Background: an optimization exercise with open tools, aiming at small area, a short achievable clock period and few clock cycles. Do not read the settings as production practice. The RTL was checked by simulation tests, not by an equivalence proof against the original design. Power is estimated from default activity; no workload was simulated.

## main
==> flow/design.v <==
module obd_rx (
    input  wire        clk,
    input  wire        rst,
    input  wire        start,
    input  wire [1:0]  proto,     
    input  wire [7:0]  pid,
    input  wire [7:0]  mode,
    input  wire [7:0]  cap,       
    input  wire [17:0] per,       
    output wire        idle,
    input  wire        e_valid,
    output wire        e_ready,
    input  wire [31:0] e_time,
    input  wire        e_end,     
    output reg         o_valid,
    output reg  [7:0]  o_data,
    output reg         done,
    output reg  [7:0]  status,
    output reg  [7:0]  count,     
    output reg  [6:0]  nbytes,    
    output reg         framing    
);
    localparam [7:0] ST_OK         = 8'h00;
    localparam [7:0] ST_NACK       = 8'h01;
    localparam [7:0] ST_ERR_TIMING = 8'h10;
    localparam [7:0] ST_ERR_SHORT  = 8'h11;
    localparam [7:0] ST_ERR_SID    = 8'h12;
    localparam [7:0] ST_ERR_PID    = 8'h13;
    localparam [7:0] ST_ERR_TRUNC  = 8'h14;
    localparam [7:0] ST_ERR_PROTO  = 8'h15;
    reg        busy;      
    reg        rx;        
    reg [1:0]  r_proto;
    reg [7:0]  r_pid;
    reg [7:0]  r_mode;
    reg [6:0]  r_cap;     
    reg [17:0] r_per;
    reg [19:0] m3;        
    reg [20:0] m5;        
    reg [20:0] m7;        
    reg [21:0] m9;        
    reg [21:0] h9;        
    reg        dv;
    reg        de;
    reg        sel;       
    reg [22:0] eA;        
    reg [22:0] eB;
    reg [30:0] th9;       
    reg        act;       
    reg        stop;      
    reg [30:0] sh9;       
    reg [9:0]  samp;      
    reg        fresh;     
    reg        ps;        
    reg [2:0]  h;
    reg [3:0]  pn;        
    reg        st0;       
    reg [3:0]  dsx;       
    reg [2:0]  nmin;      
    reg        nack;
    reg        sid_ok;
    reg        pid_ok;
    reg [7:0]  hb;        
    reg [1:0]  tag;       
    reg        trunc;     
    reg [3:0]  lhi;       
    reg [6:0]  rem;       
    assign idle    = ~busy;
    assign e_ready = rx;
    wire        take = rx & e_valid;
    wire [30:0] e_a  = e_time[30:0] - sh9;
    wire [30:0] e_b  = e_time[30:0] - th9;
    wire        en  = sel ? eB[22] : eA[22];
    wire [21:0] el  = sel ? eB[21:0] : eA[21:0];
    function past;
        input [21:0] x;
        input [21:0] m;
        reg   [22:0] s;
        begin
            s    = {1'b0, x} + {1'b0, m};
            past = s[22];
        end
    endfunction
    wire [9:0] therm;
    assign therm[9] = ~en;
    assign therm[8] = ~en | past(el, {4'd0, r_per});
    assign therm[7] = ~en | past(el, {3'd0, r_per, 1'b0});
    assign therm[6] = ~en | past(el, {2'd0, m3});
    assign therm[5] = ~en | past(el, {2'd0, r_per, 2'b0});
    assign therm[4] = ~en | past(el, {1'd0, m5});
    assign therm[3] = ~en | past(el, {1'd0, m3, 1'b0});
    assign therm[2] = ~en | past(el, {1'd0, m7});
    assign therm[1] = ~en | past(el, {1'd0, r_per, 3'b0});
    assign therm[0] = ~en | past(el, m9);
    wire        newc     = dv & ~stop & (~act | therm[9]);
    wire        fin_edge = dv & act & ~stop & therm[9];
    wire        fin_end  = de & act & ~stop;
    wire        fin      = fin_edge | fin_end;
    wire        good     = ~fresh & ~samp[0] & samp[9];
    wire [9:0]  sv       = fresh ? 10'd0 : samp;
    wire [6:0]  n1       = nbytes + 7'd1;
    wire        st_e  = fin_end & good;
    wire        st    = ps | st_e;
    wire [7:0]  b     = samp[8:1];
    wire [3:0]  pi    = pn;                             
    wire        is_m3     = (r_mode == 8'd3);
    wire        ok_so_far = (r_proto != 2'd0) & ~nack & sid_ok & (~(r_mode == 8'd1) | pid_ok);
    wire [7:0]  cb    = is_m3 ? b : hb;
    wire        cv_ok = (is_m3 | (pi != 4'd0)) & ok_so_far;
    wire        at_ds = (pi == dsx);
    wire [11:0] llen  = {lhi, cb};
    wire [6:0]  lim_s = ({3'd0, cb[3:0]} < r_cap) ? {3'd0, cb[3:0]} : r_cap;
    wire [6:0]  lim_l = (llen < {5'd0, r_cap}) ? llen[6:0] : r_cap;
    wire        p_short = at_ds & (cb[7:4] == 4'h0);
    wire        p_long  = at_ds & (cb[7:4] == 4'h1);
    wire        p_plain = at_ds & (cb[7:4] != 4'h0) & (cb[7:4] != 4'h1);
    wire        p_len   = ~at_ds & (tag == 2'd3);
    wire        p_emit  = p_plain ? (r_cap != 7'd0)
                        : (~at_ds & (tag == 2'd1 || tag == 2'd2) & (rem != 7'd0));
    wire        at_h    = st & (pi == {1'b0, h});
    wire        at_h1   = st & (pi == {1'b0, h} + 4'd1);
    wire        pv      = st & cv_ok;
    wire        nack_f  = at_h ? (b == 8'h7F) : nack;
    wire        sid_f   = at_h ? (b == r_mode + 8'h40) : sid_ok;
    wire        pid_f   = at_h1 ? (b == r_pid) : pid_ok;
    wire        trunc_f = pv ? (p_long | (trunc & ~p_len)) : trunc;
    wire [6:0]  nf      = st_e ? n1 : nbytes;
    wire [6:0]  cnt_f   = count[6:0] + {6'd0, pv & p_emit};
    reg  [7:0]  res;
    always @(*) begin
        if (r_proto == 2'd0)
            res = ST_ERR_PROTO;
        else if (nf < 7'd3)
            res = ST_ERR_TIMING;
        else if (nf < {4'd0, nmin})
            res = ST_ERR_SHORT;
        else if (nack_f)
            res = ST_NACK;
        else if (~sid_f)
            res = ST_ERR_SID;
        else if (r_mode == 8'd1 && ~pid_f)
            res = ST_ERR_PID;
        else if (trunc_f)
            res = ST_ERR_TRUNC;
        else
            res = ST_OK;
    end
    always @(posedge clk) begin
        dv      <= take & ~e_end;
        de      <= take & e_end;
        ps      <= fin_edge & good;
        o_valid <= pv & p_emit;
        done    <= de;
        if (rst) begin
            busy    <= 1'b0;
            rx      <= 1'b0;
            dv      <= 1'b0;
            de      <= 1'b0;
            ps      <= 1'b0;
            o_valid <= 1'b0;
            done    <= 1'b0;
        end else begin
            if (start & ~busy)
                busy <= 1'b1;
            if (st0)
                rx   <= 1'b1;
            if (take & e_end)
                rx <= 1'b0;
            if (de)
                busy <= 1'b0;
        end
    end
    always @(posedge clk) begin
        eA      <= {e_a[30], e_a[21:0]};
        eB      <= {e_b[30], e_b[21:0]};
        sel     <= newc;
        o_data  <= cb;       
        status  <= res;      
        m3      <= {2'd0, r_per} + {1'd0, r_per, 1'b0};
        m5      <= {3'd0, r_per} + {1'd0, r_per, 2'b0};
        m7      <= {r_per, 3'b0} - {3'd0, r_per};
        m9      <= {4'd0, r_per} + {1'd0, r_per, 3'b0};
        h9      <= {4'd0, r_per} + {1'd0, r_per, 3'b0} + {5'd0, r_per[17:1]};
        th9     <= e_time[30:0] + {9'd0, h9};
        st0 <= start & ~busy;
        if (start & ~busy) begin
            r_proto <= proto;
            r_pid   <= pid;
            r_mode  <= mode;
            r_cap   <= (cap > 8'd64) ? 7'd64 : cap[6:0];
            r_per   <= per;
        end
        if (st0) begin
            pn      <= 4'd0;
            nbytes  <= 7'd0;
            framing <= 1'b0;
            act     <= 1'b0;
            stop    <= 1'b0;
            nack    <= 1'b0;
            sid_ok  <= 1'b0;
            pid_ok  <= 1'b0;
            tag     <= 2'd0;
            trunc   <= 1'b0;
            count   <= 8'd0;         
            rem     <= 7'd0;
            h       <= 3'd0;
            dsx     <= 4'd15;
            nmin    <= 3'd0;
        end
        if (newc) begin
            sh9   <= th9;
            fresh <= 1'b1;
            act   <= 1'b1;
        end else if (dv & ~stop) begin
            samp  <= (sv & therm) | ({10{~sv[9]}} & ~therm);
            fresh <= 1'b0;
        end
        if (fin) begin
            if (~good) begin
                framing <= 1'b1;
                stop    <= 1'b1;
            end else begin
                nbytes <= n1;
                if (n1 == 7'd64)
                    stop <= 1'b1;
            end
        end
        if (st) begin
            if (pn != 4'd15)
                pn <= pn + 4'd1;
            hb     <= b;
            nack   <= nack_f;
            sid_ok <= sid_f;
            pid_ok <= pid_f;
            if (pi == 4'd0) begin
                if (r_proto == 2'd1)
                    h <= 3'd3;
                else
                    h <= 3'd1 + (b[7] ? 3'd2 : 3'd0) + ((b[5:0] == 6'd0) ? 3'd1 : 3'd0);
            end
            if (pi == 4'd1) begin
                dsx  <= {1'b0, h} + (is_m3 ? 4'd1 : ((r_pid != 8'd0) | (r_mode == 8'd1)) ? 4'd3 : 4'd2);
                nmin <= h + 3'd1 + (is_m3 ? 3'd0 : (r_pid == 8'd0) ? 3'd1 : 3'd2);
            end
        end
        if (pv) begin
            if (p_short) begin
                tag <= 2'd2;
                rem <= lim_s;
            end
            if (p_long) begin
                tag <= 2'd3;
                lhi <= cb[3:0];
            end
            if (p_plain) begin
                tag <= 2'd1;
                rem <= r_cap;
            end
            if (p_len) begin
                tag <= 2'd2;
                rem <= lim_l;
            end
            trunc <= trunc_f;
            if (p_emit) begin
                count  <= {1'b0, cnt_f};
                rem    <= (p_plain ? r_cap : rem) - 7'd1;
            end
        end
        if (de) begin
            if (res == ST_OK)
                count <= {1'b0, cnt_f};
            else if (res == ST_NACK)
                count <= 8'd0;
            else
                count <= 8'hFF;
        end
    end
endmodule
export LEC_CHECK = 0
export ABC_AREA = 1
export CAP_MARGIN = 20
export CORE_MARGIN = 2
export CORE_UTILIZATION = 60
export CTS_BUF_LIST = sky130_fd_sc_hd__clkbuf_8
export SLEW_MARGIN = 20
create_clock -name core_clock -period 10.0 [get_ports {clk}]
standard.sh (not shown) runs the stock make flow with config.mk's settings and CLKGATE_MAP_FILE= SYNTH_SCRIPT=/design/flow/synth_recipe.tcl, a recipe that flattens the netlist after the stock synthesis.
==> flow/flow/run.sh <==
#!/bin/bash
# Standard layout, with timing repair aiming below the clock period and
# small port buffers (the repair upsizes those that need it).
export SETUP_SLACK_MARGIN=6.5
export BUFFER_PORTS_ARGS="-buffer_cell sky130_fd_sc_hd__buf_2"
bash standard.sh > standard.log 2>&1
main reached the final stage; the timing, DRC and antenna checks on its layout passed.
Testbench counts of main, summed over its fixed seeds: cycles 18,436.
Inputs modified between main and the feature branch:
--- a/flow/design.v
+++ b/flow/design.v
@@ -43,14 +43,14 @@
     reg        dv;
     reg        de;
     reg        sel;       
     reg [22:0] eA;        
     reg [22:0] eB;
-    reg [30:0] th9;       
+    reg [30:0] th9n;      
     reg        act;       
     reg        stop;      
-    reg [30:0] sh9;       
+    reg [30:0] sh9n;      
     reg [9:0]  samp;      
     reg        fresh;     
     reg        ps;        
     reg [2:0]  h;
     reg [3:0]  pn;        
@@ -66,21 +66,52 @@
     reg [3:0]  lhi;       
     reg [6:0]  rem;       
     assign idle    = ~busy;
     assign e_ready = rx;
     wire        take = rx & e_valid;
-    wire [30:0] e_a  = e_time[30:0] - sh9;
-    wire [30:0] e_b  = e_time[30:0] - th9;
+    wire [30:0] e_a  = e_time[30:0] + sh9n + 31'd1;
+    wire [30:0] e_b  = e_time[30:0] + th9n + 31'd1;
     wire        en  = sel ? eB[22] : eA[22];
     wire [21:0] el  = sel ? eB[21:0] : eA[21:0];
     function past;
         input [21:0] x;
         input [21:0] m;
-        reg   [22:0] s;
+        reg   [21:0] g0, p0;
+        reg   [10:0] g1, p1;
+        reg   [5:0] g2, p2;
+        reg   [2:0] g3, p3;
+        reg   [1:0] g4, p4;
+        reg   [0:0] g5, p5;
+        integer      i;
         begin
-            s    = {1'b0, x} + {1'b0, m};
-            past = s[22];
+            g0 = x & m;
+            p0 = x | m;
+            for (i = 0; i < 11; i = i + 1) begin
+                g1[i] = g0[2*i+1] | (p0[2*i+1] & g0[2*i]);
+                p1[i] = p0[2*i+1] & p0[2*i];
+            end
+            for (i = 0; i < 5; i = i + 1) begin
+                g2[i] = g1[2*i+1] | (p1[2*i+1] & g1[2*i]);
+                p2[i] = p1[2*i+1] & p1[2*i];
+            end
+            g2[5] = g1[10];
+            p2[5] = p1[10];
+            for (i = 0; i < 3; i = i + 1) begin
+                g3[i] = g2[2*i+1] | (p2[2*i+1] & g2[2*i]);
+                p3[i] = p2[2*i+1] & p2[2*i];
+            end
+            for (i = 0; i < 1; i = i + 1) begin
+                g4[i] = g3[2*i+1] | (p3[2*i+1] & g3[2*i]);
+                p4[i] = p3[2*i+1] & p3[2*i];
+            end
+            g4[1] = g3[2];
+            p4[1] = p3[2];
+            for (i = 0; i < 1; i = i + 1) begin
+                g5[i] = g4[2*i+1] | (p4[2*i+1] & g4[2*i]);
+                p5[i] = p4[2*i+1] & p4[2*i];
+            end
+            past = g5[0];
         end
     endfunction
     wire [9:0] therm;
     assign therm[9] = ~en;
     assign therm[8] = ~en | past(el, {4'd0, r_per});
@@ -177,20 +208,20 @@
         o_data  <= cb;       
         status  <= res;      
         m3      <= {2'd0, r_per} + {1'd0, r_per, 1'b0};
         m5      <= {3'd0, r_per} + {1'd0, r_per, 2'b0};
         m7      <= {r_per, 3'b0} - {3'd0, r_per};
-        m9      <= {4'd0, r_per} + {1'd0, r_per, 3'b0};
-        h9      <= {4'd0, r_per} + {1'd0, r_per, 3'b0} + {5'd0, r_per[17:1]};
-        th9     <= e_time[30:0] + {9'd0, h9};
+        h9      <= m9 + {5'd0, r_per[17:1]};
+        th9n    <= ~(e_time[30:0] + {9'd0, h9});
         st0 <= start & ~busy;
         if (start & ~busy) begin
             r_proto <= proto;
             r_pid   <= pid;
             r_mode  <= mode;
             r_cap   <= (cap > 8'd64) ? 7'd64 : cap[6:0];
             r_per   <= per;
+            m9      <= {4'd0, per} + {1'd0, per, 3'b0};
         end
         if (st0) begin
             pn      <= 4'd0;
             nbytes  <= 7'd0;
             framing <= 1'b0;
@@ -206,11 +237,11 @@
             h       <= 3'd0;
             dsx     <= 4'd15;
             nmin    <= 3'd0;
         end
         if (newc) begin
-            sh9   <= th9;
+            sh9n  <= th9n;
             fresh <= 1'b1;
             act   <= 1'b1;
         end else if (dv & ~stop) begin
             samp  <= (sv & therm) | ({10{~sv[9]}} & ~therm);
             fresh <= 1'b0;
Results
Any difference in sequential cell count between the feature branch and main is small enough to ignore.
The feature branch reached the final stage; the timing, DRC and antenna checks on its layout passed.
Per the comparison of the feature branch with main, worst hold-check slack +11 ps; via count of the routed design grew by 71.
Compared with main, in the feature branch portion of total power attributed to sequential cells increased 1.9 points; number of clock buffer instances in the layout decreased 1; number of non-clock buffers decreased about 13%.
Taking the feature branch over main, the power dissipated by switching net loads ratio works out to 0.918.
main vs the feature branch, largest family of logic cells by synthesized area: adder cells vs simple AND/OR/NAND/NOR gates
On the feature branch: share of total power in combinational logic is 4.6 points lower than what main gave.
For clock insertion delay at the later pin of the skew report, main and the feature branch come out practically identical.
Cell area after layout on the feature branch is ahead of main.
| wire length of the first global-routing pass | the feature branch vs main | 1.5 mm lower |
Testbench counts of the feature branch, summed over its fixed seeds: cycles 18,436.

==> afterwards: timing with drivers on the ports <==
Ports are ideal in the flow. The routed layouts listed here were re-timed in OpenROAD.
Step 1 sets driving cells, clkbuf_16 on the clock port and buf_2 on the other inputs (assumed; they add their load-dependent delay and slew).
Step 2 also shifts input and output timing later by t, the mid clock arrival at the registers, as if the neighbouring blocks saw the same clock.
Three values: no drivers, after step 1, after step 2; two values: the first two.
run	t, ns	setup slack, ns	worst slew at a driven data input, ns
main	0.716	6.514 / 6.543 / 5.827	0.04
the feature branch	0.703	6.550 / 6.580 / 5.878	0.05
After both steps every run listed still meets setup and hold. For main, which loses most, drivers alone change the setup slack by +0.029 ns; drivers and shift together by -0.687 ns.
